Background: an optimization exercise with open tools, aiming at small area. Do not read the settings as production practice.
The RTL was checked by simulation tests, not by an equivalence proof against the original design.
Power and IR drop assume default switching activity.

Design usbh_chan_ctl, start of the top module:
module usbh_chan_ctl (
    input  wire        clk,
    input  wire        rst,
    input  wire        cmd_valid,
    input  wire [63:0] cmd_word,
    output wire        ready,
    output reg         rsp_valid,
    output reg  [4:0]  rsp_code,
    output reg  [31:0] rsp_data,
    output wire [31:0] rsp_aux,
    input  wire        pev_valid,
    input  wire [3:0]  pev_kind,
    input  wire [2:0]  pev_ch,
    input  wire [9:0]  pev_count,
    input  wire        pev_dtog,
    input  wire        pev_flag,
    input  wire [2:0]  bd_ch,
    output wire [31:0] bd_txbd,
    output wire [31:0] bd_rxbd,
    output wire        irq,
    output wire [4:0]  fault
);
Size: about 2000 cells after synthesis, roughly 690 flip-flops, ~230 I/O pins, about 23000 µm² of cells after synthesis.
Settings: LEC_CHECK=0, CAP_MARGIN=20, CORE_MARGIN=2, CORE_UTILIZATION=70, SLEW_MARGIN=20; clock period 10.0 ns.
standard.sh (not shown) runs the stock make flow with config.mk's settings and CLKGATE_MAP_FILE= SYNTH_SCRIPT=/design/flow/synth_recipe.tcl, a recipe that flattens the netlist after the stock synthesis.
==> flow/flow/run.sh <==
#!/bin/bash
# Own layout flow: the standard.sh (the standard ORFS flow and synthesis
# script) with three changes:
#  - synthesis maps the combinational logic with an area-oriented ABC script
#    (flow/abc.script); registers are mapped before ABC, exactly as in the
#    standard synthesis;
#  - the port buffers use the smallest buffer cell;
#  - the clock tree is built from clkbuf_8 clusters of up to 18 sinks (60 um across),
#    without dummy loads.
# make's output goes to flow_make.log here; every step's full log stays under
# orfs/logs/.
set -euo pipefail
HERE=$(cd "$(dirname "${BASH_SOURCE[0]}")" && pwd)
WORK=$(pwd)
cat > "$WORK/own_synth.tcl" <<EOS
proc abc {args} {
  set i [lsearch -exact \$args -script]
  if { \$i >= 0 } { lset args [expr { \$i + 1 }] {$HERE/abc.script} }
  yosys abc {*}\$args
}
source {$WORK/synth_recipe.tcl}
EOS
bash standard.sh \
  "SYNTH_SCRIPT=$WORK/own_synth.tcl" \
  "BUFFER_PORTS_ARGS=-buffer_cell sky130_fd_sc_hd__buf_1" \
  "CTS_ARGS=-sink_clustering_enable -repair_clock_nets -buf_list sky130_fd_sc_hd__clkbuf_8 -sink_clustering_size 18 -sink_clustering_max_diameter 60 -dont_use_dummy_load" \
  finish > "$WORK/flow_make.log" 2>&1
==> flow/flow/abc.script <==
&get -n
&st
&synch2
&dch -f
&nf -p -F 8 -A 4
&st
&syn2
&dch -f
&nf -p -F 8 -A 4
&st
&synch2
&dch -f
&nf -p -a -F 8 -A 4
&put
topo
stime -c
dnsize -c
The baseline passed the timing, design-rule and antenna checks.
Next try:
CORE_UTILIZATION = 60   (was 70)
=> Critical path depth came out lower by 2; core utilization shrinks by 11 points; cell count climbs by 2.6%; synthesized cell count is unchanged.

========
## run A
usbh_chan_ctl, a different RTL version from the one above (not shown whole).
For scale: about 2,000 cells after synthesis, ~690 flip-flops, about 230 I/O pins.
==> flow/design.v (excerpt) <==
module usbh_chan_ctl (
    input  wire        clk,
    input  wire        rst,
    input  wire        cmd_valid,
    input  wire [63:0] cmd_word,
    output wire        ready,
    output reg         rsp_valid,
    output reg  [4:0]  rsp_code,
    output reg  [31:0] rsp_data,
    output wire [31:0] rsp_aux,
    input  wire        pev_valid,
    input  wire [3:0]  pev_kind,
    input  wire [2:0]  pev_ch,
    input  wire [9:0]  pev_count,
    input  wire        pev_dtog,
    input  wire        pev_flag,
    input  wire [2:0]  bd_ch,
    output wire [31:0] bd_txbd,
    output wire [31:0] bd_rxbd,
    output wire        irq,
    output wire [4:0]  fault
);
==> flow/config.mk <==
export PLATFORM = sky130hd
export DESIGN_NAME = usbh_chan_ctl
export DESIGN_NICKNAME = usbh_chan_ctl
export VERILOG_FILES = /design/flow/design.v
export SDC_FILE = /design/flow/constraint.sdc
export NUM_CORES = 4
export LEC_CHECK = 0
export CAP_MARGIN = 20
export CORE_MARGIN = 2
export CORE_UTILIZATION = 60
export SLEW_MARGIN = 20
==> flow/constraint.sdc <==
create_clock -name core_clock -period 10.0 [get_ports {clk}]
set_input_delay 2.0000 -clock core_clock [delete_from_list [all_inputs] [get_ports {clk}]]
set_output_delay 2.0000 -clock core_clock [all_outputs]
set_load 0.01 [all_outputs]
==> flow/flow/abc.script <==
&get -n
&st
&synch2
&dch -f
&nf -p -R 1000 -F 8 -A 4
&st
&syn2
&dch -f
&nf -p -R 1000 -F 8 -A 4
&st
&synch2
&dch -f
&nf -p -a -R 1000 -F 8 -A 4
&put
topo
dnsize
Scripts as last shown in full above: flow/flow/run.sh
Run A was carried through to the last stage, and its layout satisfied the timing, design-rule and antenna checks.
Relative to run A, the following input files were edited for run B:
Settings: SLEW_MARGIN now 0, was 20; CAP_MARGIN now 0, was 20.
--- outcome ---
Going from run A to run B, critical path depth grows by about 2.7%. Power: run B vs run A — no meaningful difference. Via count of the first global-routing pass essentially unchanged between run B and run A. Run B reports a lower maximum clock frequency than run A does.
Here is what was changed in the inputs of run C compared with run B.
Settings: a change of SLEW_MARGIN from 0 to 20; a change of CAP_MARGIN from 0 to 20.
--- a/flow/flow/run.sh
+++ b/flow/flow/run.sh
@@ -1,11 +1,12 @@
 #!/bin/bash
 # Own layout flow: the standard.sh (the standard ORFS flow and synthesis
-# script) with three changes:
+# script) with these changes:
 #  - synthesis maps the combinational logic with an area-oriented ABC script
-#    (flow/abc.script); registers are mapped before ABC, exactly as in the
-#    standard synthesis;
+#    (flow/abc.script) and leaves adders to ABC instead of mapping them to
+#    half/full-adder cells first (ADDER_MAP_FILE empty); registers are mapped
+#    before ABC exactly as in the standard synthesis;
 #  - the port buffers use the smallest buffer cell;
-#  - the clock tree is built from clkbuf_8 clusters of up to 18 sinks (60 um across),
-#    without dummy loads.
+#  - the clock tree is built from clkbuf_8 clusters of up to 18 sinks
+#    (60 um across), without dummy loads.
 # make's output goes to flow_make.log here; every step's full log stays under
 # orfs/logs/.
@@ -23,4 +24,5 @@
 bash standard.sh \
   "SYNTH_SCRIPT=$WORK/own_synth.tcl" \
+  "ADDER_MAP_FILE=" \
   "BUFFER_PORTS_ARGS=-buffer_cell sky130_fd_sc_hd__buf_1" \
   "CTS_ARGS=-sink_clustering_enable -repair_clock_nets -buf_list sky130_fd_sc_hd__clkbuf_8 -sink_clustering_size 18 -sink_clustering_max_diameter 60 -dont_use_dummy_load" \
==> flow/flow/abc.script <==
&get -n
&st
&synch2
&dch -f
&nf -p -R 1000 -F 8 -A 4
&st
&deepsyn -T 40
&dch -f
&nf -p -a -R 1000 -F 8 -A 4
&put
topo
dnsize
From run C to run B, clock-buffer cell count did not move at all. Run B has higher clock period minus worst slack than run C. Cmp run C vs run B: cell-internal power lower in run C. Between run B and run C, global routing met1 resource utilization decreased. In the reports for run C and run B, the larger count of cell types in the netlist belongs to run B. A slowest cell on the critical path of o21ai_0 is what run C shows, while o41ai_1 belongs to run B.

==> static timing again, ports no longer ideal <==
How much do the figures lean on ideal ports? The routed layouts below were timed once more, with nothing changed but the port constraints.
Step 1 assumes that a clkbuf_16 drives the clock port and a buf_2 every other input.
Step 2, shift: input delay + t, output delay - t, t = (earliest + latest rising clock arrival at the registers) / 2. This alone moves slack from input paths to output paths.
Three values: ideal, step 1, step 2; two values: the first two.
run	shift t [ns]	setup WS [ns]	hold WS [ns]
the first run of note 1	0.652	1.007 / 1.031 / 0.379	0.285 / 0.285 / 0.285
the second run of note 1	0.691	1.059 / 1.085 / 0.394	0.280 / 0.280 / 0.280
run A	0.673	0.783 / 0.814 / 0.141	0.300 / 0.300 / 0.300
run B	0.686	0.714 / 0.747 / 0.061	0.288 / 0.288 / 0.288
run C	0.679	0.759 / 0.787 / 0.108	0.292 / 0.292 / 0.292
After both steps every run listed still meets setup and hold. For the second run of note 1, which loses most, drivers alone change the setup slack by +0.026 ns; drivers and shift together by -0.665 ns.
